Source: an optimization exercise on an open RTL-to-GDS flow (aim: small area, a short achievable clock period and few clock cycles). Production flows keep margins and buffers that such runs may drop. The RTL was checked by simulation tests, not by an equivalence proof against the original design. Power figures rest on the tool's default switching activity, not on a simulated workload.

==> run a <==
## jbd_bms_parser
module jbd_bms_parser (
    input  wire        clk,
    input  wire        rst,         
    input  wire        cmd_valid,
    input  wire [15:0] cmd_word,
    output wire        cmd_ready,
    input  wire [11:0] rd_addr,
    output wire [31:0] rd_data
);
clock: 10.0 ns
lec_check: 0
abc_area: 1
cap_margin: 20
core_margin: 2
core_utilization: 50
cts_cluster_diameter: 80
cts_cluster_size: 20
place_density: 0.65
setup_slack_margin: 4.0
slew_margin: 20
run.sh (not shown) runs the stock make flow with config.mk's settings and CLKGATE_MAP_FILE= SYNTH_SCRIPT=/design/flow/synth_recipe.tcl, a recipe that flattens the netlist after the stock synthesis.
==> inputs of run b, as changes to run a <==
--- a/flow/design.v
+++ b/flow/design.v
@@ -321,30 +321,29 @@
                        .dlo(dlo), .dhi(dhi));
     reg  [63:0] slot_off;
     always @(*)
         for (s = 0; s < 16; s = s + 1)
             slot_off[4*s +: 4] = s[3:0] + phase;
     wire [15:0] dsl;
     rd_slot_dec u_sdec (.a(rd_addr[3:0]), .off(slot_off), .sel(dsl));
-    wire [15:0] dhw = {16{c_win}} & dhi;
     wire [7:0] sg [0:15];      
     wire [7:0] rg [0:15];      
     genvar gs, gj;
     generate
         for (gs = 0; gs < 16; gs = gs + 1) begin : g_slot
             wire [31:0] sd;
             wire [95:0] rdd;
             for (gj = 0; gj < 4; gj = gj + 1) begin : g_sd
                 assign sd[8*gj +: 8] = sbuf[16*gj + gs];
             end
             for (gj = 0; gj < NRING; gj = gj + 1) begin : g_rd
                 assign rdd[8*gj +: 8] = ring[16*gj + gs];
             end
-            aor4x8  u_s (.d(sd),  .sel(dhw[3:0]),  .y(sg[gs]));
-            aor12x8 u_r (.d(rdd), .sel(dhw[15:4]), .y(rg[gs]));
+            aor4x8  u_s (.d(sd),  .sel(dhi[3:0]),  .y(sg[gs]));
+            aor12x8 u_r (.d(rdd), .sel(dhi[15:4]), .y(rg[gs]));
         end
     endgenerate
     wire [127:0] sgv, rgv;
     wire [47:0]  hbv;
     generate
         for (gs = 0; gs < 16; gs = gs + 1) begin : g_pack
             assign sgv[8*gs +: 8] = sg[gs];
@@ -353,23 +352,22 @@
         for (gs = 0; gs < 6; gs = gs + 1) begin : g_hpack
             assign hbv[8*gs +: 8] = hbuf[gs];
         end
     endgenerate
     wire [7:0] ws, wr, wh;
     aor16x8 u_ws (.d(sgv), .sel(dlo), .y(ws));
     aor16x8 u_wr (.d(rgv), .sel(dsl), .y(wr));
-    aor6x8  u_wh (.d(hbv), .sel(dlo[5:0] & {6{c_hi}}), .y(wh));
+    aor6x8  u_wh (.d(hbv), .sel(dlo[5:0]), .y(wh));
     reg [31:0] rw;
     always @(*) begin
         rw = 32'h0000_0000;
         for (a = 0; a < 64; a = a + 1)
             rw = rw | ({32{dlo[a & 15] & dhi[a >> 4]}} & regv[a]);
-        rw = {32{c_reg}} & rw;
     end
-    rd_or u_or (.ws(ws), .wr(wr), .wh(wh), .rw(rw), .y(rd_data));
+    rd_or u_or (.c_win(c_win), .c_hi(c_hi), .c_reg(c_reg), .ws(ws), .wr(wr), .wh(wh), .rw(rw), .y(rd_data));
 endmodule
 module rd_addr_dec (
     input  wire [11:0] rd_addr,
     output wire        c_win,
     output wire        c_hi,
     output wire        c_reg,
     output wire [15:0] dlo,
@@ -429,15 +427,19 @@
     aor4x8 u0 (.d(d[31:0]),   .sel(sel[3:0]),   .y(y0));
     aor4x8 u1 (.d(d[63:32]),  .sel(sel[7:4]),   .y(y1));
     aor4x8 u2 (.d(d[95:64]),  .sel(sel[11:8]),  .y(y2));
     aor4x8 u3 (.d(d[127:96]), .sel(sel[15:12]), .y(y3));
     assign y = y0 | y1 | y2 | y3;
 endmodule
 module rd_or (
+    input  wire        c_win,
+    input  wire        c_hi,
+    input  wire        c_reg,
     input  wire [7:0]  ws,
     input  wire [7:0]  wr,
     input  wire [7:0]  wh,
     input  wire [31:0] rw,
     output wire [31:0] y
 );
-    assign y = {rw[31:8], rw[7:0] | ws | wr | wh};
+    assign y = {{24{c_reg}} & rw[31:8],
+                ({8{c_reg}} & rw[7:0]) | ({8{c_win}} & (ws | wr)) | ({8{c_hi}} & wh)};
 endmodule
SETUP_SLACK_MARGIN = 5   (was 4.0)
==> inputs of run c, as changes to run a <==
--- a/flow/design.v
+++ b/flow/design.v
@@ -321,30 +321,29 @@
                        .dlo(dlo), .dhi(dhi));
     reg  [63:0] slot_off;
     always @(*)
         for (s = 0; s < 16; s = s + 1)
             slot_off[4*s +: 4] = s[3:0] + phase;
     wire [15:0] dsl;
     rd_slot_dec u_sdec (.a(rd_addr[3:0]), .off(slot_off), .sel(dsl));
-    wire [15:0] dhw = {16{c_win}} & dhi;
     wire [7:0] sg [0:15];      
     wire [7:0] rg [0:15];      
     genvar gs, gj;
     generate
         for (gs = 0; gs < 16; gs = gs + 1) begin : g_slot
             wire [31:0] sd;
             wire [95:0] rdd;
             for (gj = 0; gj < 4; gj = gj + 1) begin : g_sd
                 assign sd[8*gj +: 8] = sbuf[16*gj + gs];
             end
             for (gj = 0; gj < NRING; gj = gj + 1) begin : g_rd
                 assign rdd[8*gj +: 8] = ring[16*gj + gs];
             end
-            aor4x8  u_s (.d(sd),  .sel(dhw[3:0]),  .y(sg[gs]));
-            aor12x8 u_r (.d(rdd), .sel(dhw[15:4]), .y(rg[gs]));
+            aor4x8  u_s (.d(sd),  .sel(dhi[3:0]),  .y(sg[gs]));
+            aor12x8 u_r (.d(rdd), .sel(dhi[15:4]), .y(rg[gs]));
         end
     endgenerate
     wire [127:0] sgv, rgv;
     wire [47:0]  hbv;
     generate
         for (gs = 0; gs < 16; gs = gs + 1) begin : g_pack
             assign sgv[8*gs +: 8] = sg[gs];
@@ -353,23 +352,22 @@
         for (gs = 0; gs < 6; gs = gs + 1) begin : g_hpack
             assign hbv[8*gs +: 8] = hbuf[gs];
         end
     endgenerate
     wire [7:0] ws, wr, wh;
     aor16x8 u_ws (.d(sgv), .sel(dlo), .y(ws));
     aor16x8 u_wr (.d(rgv), .sel(dsl), .y(wr));
-    aor6x8  u_wh (.d(hbv), .sel(dlo[5:0] & {6{c_hi}}), .y(wh));
+    aor6x8  u_wh (.d(hbv), .sel(dlo[5:0]), .y(wh));
     reg [31:0] rw;
     always @(*) begin
         rw = 32'h0000_0000;
         for (a = 0; a < 64; a = a + 1)
             rw = rw | ({32{dlo[a & 15] & dhi[a >> 4]}} & regv[a]);
-        rw = {32{c_reg}} & rw;
     end
-    rd_or u_or (.ws(ws), .wr(wr), .wh(wh), .rw(rw), .y(rd_data));
+    rd_or u_or (.c_win(c_win), .c_hi(c_hi), .c_reg(c_reg), .ws(ws), .wr(wr), .wh(wh), .rw(rw), .y(rd_data));
 endmodule
 module rd_addr_dec (
     input  wire [11:0] rd_addr,
     output wire        c_win,
     output wire        c_hi,
     output wire        c_reg,
     output wire [15:0] dlo,
@@ -429,15 +427,19 @@
     aor4x8 u0 (.d(d[31:0]),   .sel(sel[3:0]),   .y(y0));
     aor4x8 u1 (.d(d[63:32]),  .sel(sel[7:4]),   .y(y1));
     aor4x8 u2 (.d(d[95:64]),  .sel(sel[11:8]),  .y(y2));
     aor4x8 u3 (.d(d[127:96]), .sel(sel[15:12]), .y(y3));
     assign y = y0 | y1 | y2 | y3;
 endmodule
 module rd_or (
+    input  wire        c_win,
+    input  wire        c_hi,
+    input  wire        c_reg,
     input  wire [7:0]  ws,
     input  wire [7:0]  wr,
     input  wire [7:0]  wh,
     input  wire [31:0] rw,
     output wire [31:0] y
 );
-    assign y = {rw[31:8], rw[7:0] | ws | wr | wh};
+    assign y = {{24{c_reg}} & rw[31:8],
+                ({8{c_reg}} & rw[7:0]) | ({8{c_win}} & (ws | wr)) | ({8{c_hi}} & wh)};
 endmodule
CORE_UTILIZATION = 55   (was 50)
GPL_ROUTABILITY_DRIVEN = 0   (was unset)
PLACE_DENSITY = 0.7   (was 0.65)
==> results.txt <==
- Run a completed with no timing, DRC or antenna violations. Run b completed without violations. Run c never finished: it broke off in global routing (5_1_grt).
- Synthesized cell count: run a is higher than run b (about 1.3%).
- Critical path depth: run a is lower than run b (1).
- Between run a and run b, the lower total power is in run a (gap 0.86%, measured against run b).
- Maximum frequency: run a is lower than run b (about 0.25%).
Testbench counts of run a, summed over its fixed seeds: cycles 10,075.
Testbench counts of run b, summed over its fixed seeds: cycles 10,075.
Testbench counts of run c, summed over its fixed seeds: cycles 10,075.

re-timing with driven ports:
The results above use ideal ports. As a check the final layouts listed here were re-extracted and re-timed, cells and wires unchanged. Step 1: set_driving_cell puts a clkbuf_16 on clk and a buf_2 on each other input, an assumption about the parent block. Step 2 moves the port delays by t, midway between the first and last clock arrival at a register: inputs arrive t later, outputs are due t later. That takes back most of the time a late clock gives input paths. a / b / c = ideal / step 1 / step 2; a / b = the first two.
| run | shift t [ns] | setup slack, ns | worst setup path after step 2 |
|---|---|---|---|
| run a | 0.889 | 2.971 / 2.892 / 2.892 | input to output |
| run b | 0.898 | 2.988 / 2.872 / 2.872 | input to output |
After both steps setup and hold are still met in every run listed. For run b, which loses most, drivers alone change the setup slack by -0.116 ns; drivers and shift together by -0.116 ns.
